This is an optimization exercise on Yosys and OpenROAD, whose aim is small area, not a production implementation.
Function was checked by simulation only, so behaviour that the tests miss may differ from the original.
Power and IR drop assume default switching activity.

==> flow/design.v <==
module bacman_crc8_step (
    input  wire [7:0] d,
    input  wire [7:0] c,
    output reg  [7:0] q
);
    integer k;
    always @* begin
        q = c ^ d;
        for (k = 0; k < 8; k = k + 1)
            q = q[0] ? ((q >> 1) ^ 8'h81) : (q >> 1);
    end
endmodule
module bacman_crc16_step (
    input  wire [7:0]  d,
    input  wire [15:0] c,
    output reg  [15:0] q
);
    integer k;
    always @* begin
        q = c ^ {8'h00, d};
        for (k = 0; k < 8; k = k + 1)
            q = q[0] ? ((q >> 1) ^ 16'h8408) : (q >> 1);
    end
endmodule
module bacman_rx #(
    parameter MAX_PAYLOAD = 501
) (
    input  wire        clk,
    input  wire        rst,
    input  wire [31:0] cfg_abort_us,      
    input  wire        ev_valid,
    input  wire        ev_octet,          
    input  wire [31:0] ev_time,           
    input  wire [7:0]  ev_data,
    output reg         frm_valid,
    output reg  [7:0]  frm_type,
    output reg  [7:0]  frm_dest,
    output reg  [7:0]  frm_src,
    output reg  [15:0] frm_len,
    output reg         frm_payload_ok,
    output reg         frm_abort,
    output reg         pay_valid,
    output reg  [7:0]  pay_data,
    output reg  [31:0] cnt_frames_rx,
    output reg  [31:0] cnt_hdr_crc,
    output reg  [31:0] cnt_payload_crc,
    output reg  [31:0] cnt_oversize,
    output reg  [31:0] cnt_frame_abort
);
    localparam [1:0] HUNT = 2'd0, PREAMBLE = 2'd1, HEADER = 2'd2, DATA = 2'd3;
    reg [1:0]  rx_state;
    reg [16:0] rx_index;
    reg [7:0]  rx_hdr0, rx_hdr1, rx_hdr2, rx_hdr3, rx_hdr4;
    reg [7:0]  rx_hcrc;
    reg [15:0] rx_len;
    reg [15:0] rx_dcrc;
    reg [7:0]  rx_crc_lo;
    reg        rx_keep;
    reg [31:0] rx_last;
    wire [7:0]  hcrc_next;
    wire [15:0] dcrc_next;
    bacman_crc8_step  u_crc8  (.d(ev_data), .c(rx_hcrc), .q(hcrc_next));
    bacman_crc16_step u_crc16 (.d(ev_data), .c(rx_dcrc), .q(dcrc_next));
    wire [31:0] silence   = ev_time - rx_last;
    wire        timed_out = silence >= cfg_abort_us;
    wire [15:0] hdr_len   = {rx_hdr3, rx_hdr4};
    wire [15:0] rx_crc_rx = {ev_data, rx_crc_lo};
    wire       mid_frame = (rx_state == HEADER) || (rx_state == DATA);
    wire       abort_cnt = mid_frame && timed_out;
    wire [1:0] st = (rx_state != HUNT && timed_out) ? HUNT : rx_state;
    always @(posedge clk) begin
        if (rst) begin
            rx_state        <= HUNT;
            rx_index        <= 17'd0;
            rx_hcrc         <= 8'hFF;
            rx_dcrc         <= 16'hFFFF;
            rx_keep         <= 1'b0;
            frm_valid       <= 1'b0;
            frm_abort       <= 1'b0;
            pay_valid       <= 1'b0;
            cnt_frames_rx   <= 32'd0;
            cnt_hdr_crc     <= 32'd0;
            cnt_payload_crc <= 32'd0;
            cnt_oversize    <= 32'd0;
            cnt_frame_abort <= 32'd0;
        end else begin
            frm_valid <= 1'b0;
            frm_abort <= 1'b0;
            pay_valid <= 1'b0;
            if (ev_valid) begin
                rx_state <= st;
                if (abort_cnt) begin
                    frm_abort       <= 1'b1;
                    cnt_frame_abort <= cnt_frame_abort + 32'd1;
                end
                if (ev_octet) begin
                    rx_last <= ev_time;
                    case (st)
                        HUNT: begin
                            if (ev_data == 8'h55)
                                rx_state <= PREAMBLE;
                        end
                        PREAMBLE: begin
                            if (ev_data == 8'hFF) begin
                                rx_state <= HEADER;
                                rx_index <= 17'd0;
                                rx_hcrc  <= 8'hFF;
                            end else if (ev_data != 8'h55) begin
                                rx_state <= HUNT;
                            end
                        end
                        HEADER: begin
                            case (rx_index[2:0])
                                3'd0: rx_hdr0 <= ev_data;
                                3'd1: rx_hdr1 <= ev_data;
                                3'd2: rx_hdr2 <= ev_data;
                                3'd3: rx_hdr3 <= ev_data;
                                3'd4: rx_hdr4 <= ev_data;
                                default: ;
                            endcase
                            if (rx_index < 17'd5) begin
                                rx_hcrc  <= hcrc_next;
                                rx_index <= rx_index + 17'd1;
                            end else if (ev_data != ~rx_hcrc) begin
                                cnt_hdr_crc <= cnt_hdr_crc + 32'd1;
                                rx_state    <= HUNT;
                            end else if (hdr_len == 16'd0) begin
                                rx_state       <= HUNT;
                                frm_valid      <= 1'b1;
                                frm_type       <= rx_hdr0;
                                frm_dest       <= rx_hdr1;
                                frm_src        <= rx_hdr2;
                                frm_len        <= 16'd0;
                                frm_payload_ok <= 1'b1;
                                cnt_frames_rx  <= cnt_frames_rx + 32'd1;
                            end else begin
                                rx_state <= DATA;
                                rx_index <= 17'd0;
                                rx_dcrc  <= 16'hFFFF;
                                rx_len   <= hdr_len;
                                rx_keep  <= (hdr_len <= MAX_PAYLOAD);
                            end
                        end
                        DATA: begin
                            rx_index <= rx_index + 17'd1;
                            if (rx_index < {1'b0, rx_len}) begin
                                if (rx_keep) begin
                                    pay_valid <= 1'b1;
                                    pay_data  <= ev_data;
                                end
                                rx_dcrc <= dcrc_next;
                            end else if (rx_index == {1'b0, rx_len}) begin
                                rx_crc_lo <= ev_data;
                            end else begin
                                rx_state       <= HUNT;
                                frm_valid      <= 1'b1;
                                frm_type       <= rx_hdr0;
                                frm_dest       <= rx_hdr1;
                                frm_src        <= rx_hdr2;
                                frm_len        <= rx_len;
                                frm_payload_ok <= rx_keep && (rx_crc_rx == ~rx_dcrc);
                                cnt_frames_rx  <= cnt_frames_rx + 32'd1;
                                if (!rx_keep)
                                    cnt_oversize <= cnt_oversize + 32'd1;
                                else if (rx_crc_rx != ~rx_dcrc)
                                    cnt_payload_crc <= cnt_payload_crc + 32'd1;
                            end
                        end
                    endcase
                end
            end
        end
    end
endmodule
module bacman_tx (
    input  wire        clk,
    input  wire        rst,
    input  wire [7:0]  cfg_station,       
    input  wire        tx_start,
    input  wire [7:0]  tx_type,
    input  wire [7:0]  tx_dest,
    input  wire [15:0] tx_len,
    output wire        tx_busy,
    input  wire        txp_valid,
    input  wire [7:0]  txp_data,
    output wire        txp_ready,
    output reg         txo_valid,
    output reg  [7:0]  txo_data,
    input  wire        txo_ready,
    output reg  [31:0] cnt_frames_tx
);
    localparam [3:0] S_IDLE  = 4'd0,
                     S_SYNC1 = 4'd1,
                     S_SYNC2 = 4'd2,
                     S_TYPE  = 4'd3,
                     S_DEST  = 4'd4,
                     S_SRC   = 4'd5,
                     S_LENHI = 4'd6,
                     S_LENLO = 4'd7,
                     S_HCRC  = 4'd8,
                     S_DATA  = 4'd9,
                     S_DCRCL = 4'd10,
                     S_DCRCH = 4'd11;
    reg [3:0]  state;
    reg [7:0]  f_type, f_dest, f_src;
    reg [15:0] f_len;
    reg [15:0] count;
    reg [7:0]  hcrc;
    reg [15:0] dcrc;
    wire [7:0]  hcrc_next;
    wire [15:0] dcrc_next;
    bacman_crc8_step  u_crc8  (.d(txo_data), .c(hcrc), .q(hcrc_next));
    bacman_crc16_step u_crc16 (.d(txp_data), .c(dcrc), .q(dcrc_next));
    assign tx_busy   = (state != S_IDLE);
    assign txp_ready = (state == S_DATA) && txo_ready;
    always @* begin
        txo_valid = 1'b1;
        txo_data  = 8'h00;
        case (state)
            S_IDLE:  txo_valid = 1'b0;
            S_SYNC1: txo_data  = 8'h55;
            S_SYNC2: txo_data  = 8'hFF;
            S_TYPE:  txo_data  = f_type;
            S_DEST:  txo_data  = f_dest;
            S_SRC:   txo_data  = f_src;
            S_LENHI: txo_data  = f_len[15:8];
            S_LENLO: txo_data  = f_len[7:0];
            S_HCRC:  txo_data  = ~hcrc;
            S_DATA: begin
                txo_valid = txp_valid;
                txo_data  = txp_data;
            end
            S_DCRCL: txo_data  = ~dcrc[7:0];
            S_DCRCH: txo_data  = ~dcrc[15:8];
            default: txo_valid = 1'b0;
        endcase
    end
    wire fire = txo_valid && txo_ready;
    always @(posedge clk) begin
        if (rst) begin
            state         <= S_IDLE;
            cnt_frames_tx <= 32'd0;
        end else begin
            case (state)
                S_IDLE: begin
                    if (tx_start) begin
                        state         <= S_SYNC1;
                        f_type        <= tx_type;
                        f_dest        <= tx_dest;
                        f_src         <= cfg_station;
                        f_len         <= tx_len;
                        hcrc          <= 8'hFF;
                        dcrc          <= 16'hFFFF;
                        count         <= 16'd0;
                        cnt_frames_tx <= cnt_frames_tx + 32'd1;
                    end
                end
                S_SYNC1: if (fire) state <= S_SYNC2;
                S_SYNC2: if (fire) state <= S_TYPE;
                S_TYPE, S_DEST, S_SRC, S_LENHI: if (fire) begin
                    hcrc  <= hcrc_next;
                    state <= state + 4'd1;
                end
                S_LENLO: if (fire) begin
                    hcrc  <= hcrc_next;
                    state <= S_HCRC;
                end
                S_HCRC: if (fire) state <= (f_len == 16'd0) ? S_IDLE : S_DATA;
                S_DATA: if (fire) begin
                    dcrc  <= dcrc_next;
                    count <= count + 16'd1;
                    if (count == f_len - 16'd1)
                        state <= S_DCRCL;
                end
                S_DCRCL: if (fire) state <= S_DCRCH;
                S_DCRCH: if (fire) state <= S_IDLE;
                default: state <= S_IDLE;
            endcase
        end
    end
endmodule
module bacman_codec (
    input  wire        clk,
    input  wire        rst,
    input  wire [7:0]  cfg_station,
    input  wire [31:0] cfg_abort_us,
    input  wire        ev_valid,
    input  wire        ev_octet,
    input  wire [31:0] ev_time,
    input  wire [7:0]  ev_data,
    output wire        frm_valid,
    output wire [7:0]  frm_type,
    output wire [7:0]  frm_dest,
    output wire [7:0]  frm_src,
    output wire [15:0] frm_len,
    output wire        frm_payload_ok,
    output wire        frm_abort,
    output wire        pay_valid,
    output wire [7:0]  pay_data,
    output wire [31:0] cnt_frames_rx,
    output wire [31:0] cnt_hdr_crc,
    output wire [31:0] cnt_payload_crc,
    output wire [31:0] cnt_oversize,
    output wire [31:0] cnt_frame_abort,
    input  wire        tx_start,
    input  wire [7:0]  tx_type,
    input  wire [7:0]  tx_dest,
    input  wire [15:0] tx_len,
    output wire        tx_busy,
    input  wire        txp_valid,
    input  wire [7:0]  txp_data,
    output wire        txp_ready,
    output wire        txo_valid,
    output wire [7:0]  txo_data,
    input  wire        txo_ready,
    output wire [31:0] cnt_frames_tx
);
    bacman_rx u_rx (
        .clk(clk), .rst(rst), .cfg_abort_us(cfg_abort_us),
        .ev_valid(ev_valid), .ev_octet(ev_octet), .ev_time(ev_time), .ev_data(ev_data),
        .frm_valid(frm_valid), .frm_type(frm_type), .frm_dest(frm_dest), .frm_src(frm_src),
        .frm_len(frm_len), .frm_payload_ok(frm_payload_ok), .frm_abort(frm_abort),
        .pay_valid(pay_valid), .pay_data(pay_data),
        .cnt_frames_rx(cnt_frames_rx), .cnt_hdr_crc(cnt_hdr_crc),
        .cnt_payload_crc(cnt_payload_crc), .cnt_oversize(cnt_oversize),
        .cnt_frame_abort(cnt_frame_abort)
    );
    bacman_tx u_tx (
        .clk(clk), .rst(rst), .cfg_station(cfg_station),
        .tx_start(tx_start), .tx_type(tx_type), .tx_dest(tx_dest), .tx_len(tx_len),
        .tx_busy(tx_busy),
        .txp_valid(txp_valid), .txp_data(txp_data), .txp_ready(txp_ready),
        .txo_valid(txo_valid), .txo_data(txo_data), .txo_ready(txo_ready),
        .cnt_frames_tx(cnt_frames_tx)
    );
endmodule
==> flow/run.sh <==
#!/bin/bash
# synth_recipe.tcl (not shown) runs the flow's synth.tcl, then flattens the netlist and writes it again
# the make line also repeats each setting of config.mk as NAME=value (left out here)
make -C /OpenROAD-flow-scripts/flow DESIGN_CONFIG=/design/flow/config.mk WORK_HOME=/design/flow/orfs CLKGATE_MAP_FILE= SYNTH_SCRIPT=/design/flow/synth_recipe.tcl finish
==> flow/config.mk <==
export PLATFORM = sky130hd
export DESIGN_NAME = bacman_codec
export DESIGN_NICKNAME = bacman_codec
export VERILOG_FILES = /design/flow/design.v
export SDC_FILE = /design/flow/constraint.sdc
export NUM_CORES = 4
export LEC_CHECK = 0
export CAP_MARGIN = 20
export CORE_MARGIN = 2
export CORE_UTILIZATION = 40
export PLACE_DENSITY = 0.6
export SLEW_MARGIN = 20
==> flow/constraint.sdc <==
create_clock -name core_clock -period 10.0 [get_ports {clk}]
set_input_delay 2.0000 -clock core_clock [delete_from_list [all_inputs] [get_ports {clk}]]
set_output_delay 2.0000 -clock core_clock [all_outputs]
set_load 0.01 [all_outputs]
==> summary.txt <==
Status
  – Run status: complete, no violations

Timing
  – Worst slew margin relative to its limit: 0.324
  – Transition time at the pin with the least slew margin: ~1000 ps
  – Total count of max-transition violations in the final report: 0
  – Setup repair after global routing missed its margin: false
  – Clock tree skew after final layout: about 25 ps
  – Crit path time final: 8810 ps
  – Number of hold-slack violations in the final timing report: 0
  – Final setup TNS: 0 ps
  – Count of final setup violators: 0
  – Share of the clock period used by the worst path after layout: 0.881
  – Max Fclk: approximately 110 MHz

Worst setup path
  – Slowest Stage Delay on Critical Path: between 600 and 700 ps
  – Arrival time reported for the critical path endpoint: 9270 ps
  – Setup CP Type: in -> reg
  – Kind of end point of the critical path: flop
  – Peak fanout along the critical path: 15
  – Startpoint type of the worst setup path: input pin
  – Data required time at the worst endpoint: between 10,000 and 15,000 ps
  – Slowest cell on crit path: o31ai_1

Logic synthesis
  – Biggest area consumer among synthesized cells: edfxtp_1
  – Cell types occupying the most area after synthesis: edfxtp_1 (28%), dfxtp_1 (20%), xnor2_1 (6.5%)
  – Cell area after technology mapping: roughly 24,000 um2
  – Post-synthesis instance total: 2,395
  – Ys async rst share: 0
  – Count of flip-flops with a built-in enable after synthesis: ~230
  – Post-synthesis net count: between 2,000 and 3,000
  – Count of yosys warnings during synthesis: 4
  – Top FF cell, synth: dfxtp_1
  – Yosys cell types: 89
  – Register bit total from synthesis: around 470
  – Synth top area share: 0.284
  – Post-synthesis average cell area: about 9.9 um2
  – Share of synthesized area occupied by flip-flops and latches: 0.489

Clocking
  – Clock-pin slew on the worst setup and hold paths: 60 ps
  – Number of clock buffers inserted by TritonCTS: 53
  – Clock tree from TritonCTS: done
  – Number of sinks handled by clock tree synthesis: roughly 470
  – Gates resized, CTS repair: 0
  – Hold-fix buffers, CTS: 0
  – Clock latency of the later-clocked register in the worst-skew pair: between 600 and 700 ps
  – Maximum clock path buffer count: 3
  – Root Buffer Master: clkbuf_16
  – Post-CTS Setup Repair Bufs: 0
  – H-tree depth: 2

Cells and area
  – Fraction of final layout cells with drive strength greater than 1: 0.0541
  – Final net count: about 3,000
  – Most used cells in the layout excluding fill and tap cells: clkdlybuf4s50_1 (380), nor2_1 (257), dfxtp_1 (243)
  – Commonest non-fill, non-tap cell in the layout: clkdlybuf4s50_1
  – Area Growth Syn to Fin: 27.6%

Die
  – Total I/O pin count: approximately 380
  – Core area: between 50,000 and 60,000 um2
  – Horizontal extent of the die: around 250 um
  – Number of rows in the core area: 89
  – Initial Util: 0.403
  – Die Footprint: between 60,000 and 70,000 um2
  – Vertical extent of the die: ~250 um

Detailed routing
  – Post-detailed-route wirelength per cell: around 18 um
  – Remaining antenna violation count after routing: 0
  – First-pass iteration count of the detailed router: 8
  – Overall routed net length: approximately 64,000 um
  – Number of design rule violations left after detail routing: 0
  – Via/cell ratio: 5.20
  – Starting DRT DRC Count: approximately 970
  – Vias: 18,631

Place
  – Weighted congestion reported at the end of routability-driven placement: 0.874
  – HPWL after detailed placement: 46,500 um
  – # port buffers: ~380

GRT
  – Global route total overflow: 0
  – Via count of the first global-routing pass: between 15,000 and 20,000
  – Largest net degree at the start of global routing: between 80 and 90
  – Global Route Usage Sum: 0.204
  – First-pass GRT wire length: 100,000 um
  – Number of antenna violations at the first check in global routing: 1

Power and ir drop
  – Leak Pwr: around 11 nW
  – VDD IR max: approximately 0.12 mV
  – Power density over cell area: about 170 nW/um2
  – Power Total: about 5.2 mW

Worst hold path
  – Worst min-delay path class: reg -> reg

Flow run
  – Max-Cap Viols: 0
[where the power goes]
part	leakage, nW	switching, mW	internal [mW]	total [mW]
combinational	6.22	0.556	0.438	0.994
clock	0.911	0.821	1.27	2.09
sequential	3.92	0.0618	2.09	2.15
total	11.1	1.44	3.80	5.24
[Yosys cell counts, types with 39 or more instances]
master	count
edfxtp_1	225
nand2b_1	42
inv_1	134
dfxtp_1	243
o21ai_0	86
ha_1	103
nor3_1	39
xnor2_1	176
a21o_1	46
clkbuf_1	69
nor2_1	258
nand4_1	53
and3_1	63
nand3_1	97
a21oi_1	95
xor2_1	141
nand2_1	170
[sequential cells by signal, indices dropped and copies added, names as in the netlist, 16 cells and up]
register / count
u_rx.rx_index: 17
u_tx.count: 16
u_tx.dcrc: 16
u_rx.cnt_hdr_crc: 32
u_rx.cnt_payload_crc: 32
u_rx.cnt_oversize: 32
u_rx.rx_len: 16
u_rx.frm_len: 16
u_rx.rx_last: 32
u_tx.cnt_frames_tx: 32
u_rx.cnt_frames_rx: 32
u_rx.cnt_frame_abort: 32
u_tx.f_len: 16
u_rx.rx_dcrc: 16
[logic make-up (layout without fill, tap and decap cells)]
| logic type | after synthesis | after routing | share of synthesized area |
|---|---|---|---|
| buf+inv | 222 | 639 | 0.0362 |
| compound gates | 355 | 355 | 0.0967 |
| fa+ha+maj | 104 | 104 | 0.0551 |
| xor+xnor | 322 | 322 | 0.121 |
| other cells | 0 | 1 | 0 |
| simple gates | 908 | 908 | 0.195 |
| flops | 468 | 468 | 0.489 |
| mux | 16 | 16 | 0.00674 |
[path summary, 6_finish.rpt]
kind | startpoint | end | slack [ps] | cells after the start
setup / recovery | ev_time[0] | u_rx.cnt_frames_rx[22] | 1190 | 34
hold / removal | u_rx.rx_hdr1[7] | u_rx.frm_dest[7] | 420 | 0
setup reg to reg | u_rx.rx_last[0] | u_rx.cnt_frames_rx[22] | 2730 | 32
hold reg to reg | u_rx.rx_hdr1[7] | u_rx.frm_dest[7] | 420 | 0
[stage by stage]
step	worst slack (ps)	hold slack, ps	cells	area (um2)	utilization
after detailed placement	640	405	3484	28400	0.482
after global routing	519	425	3586	30300	0.514
after floorplan	508	400	2395	23800	-
after global placement	858	402	3484	28400	0.482
final	1190	418	3586	30300	0.514
after CTS	1270	419	3584	30300	0.514
[layer usage]
| layer | wire length [um] | track usage | vias up |
|---|---|---|---|
| met3 | 4280 | 0.0502 | 110 |
| met2 | 30200 | 0.339 | 461 |
| met4 | 1730 | 0.0599 | 0 |
| met5 | 0 | 0 | - |
| met1 | 27800 | 0.261 | 8907 |
| li1 | - | - | 9153 |
[worst max-delay path: cells and delay by family]
family                     cells  cell delay (ps)
adders and majority gates      4              740
and+or+nand+nor               10             2340
buffers and inverters          4              790
xor gates and xnor gates       2              300
AOI/OAI and AO/OA             14             3070
[final cells by class]
| cell class | count | area, um2 |
|---|---|---|
| clock buffer | 70 | 1460 |
| timing repair buffer | 404 | 4000 |
| inverter | 135 | 507 |
| multi-input combinational | 1705 | 11300 |
| fill | 5307 | 28600 |
| clock inverter | 30 | 437 |
| tap | 773 | 967 |
| antenna | 1 | 2.50 |
| sequential | 468 | 11600 |

-- separate check: timing with driven ports --
In the flow no input, the clock included, has a driving cell. The finished layout below was timed again as built, in two steps. Step 1 (the two cells are an assumption about what drives the block):
set clk [get_ports {clk}]
set_driving_cell -lib_cell sky130_fd_sc_hd__clkbuf_16 $clk
set_driving_cell -lib_cell sky130_fd_sc_hd__buf_2 [delete_from_list [all_inputs] $clk]
Step 2 times the ports against the registers' clock, not the clock port: input delays grow and output delays shrink by t, the midpoint of the rising clock arrivals with the driver on. Slacks: ideal / step 1 / step 2; pairs: ideal / step 1.
t (ns): 0.664
slack for setup (ns): 1.190 / 1.225 / 0.561
hold WS [ns]: 0.418 / 0.418 / 0.418
worst data-port slew with drivers (ns): 0.08
pins driven straight from the clock port: 1
After both steps setup and hold are still met in this run. The setup slack of this run moves by +0.035 ns with the drivers and by -0.629 ns with both steps.
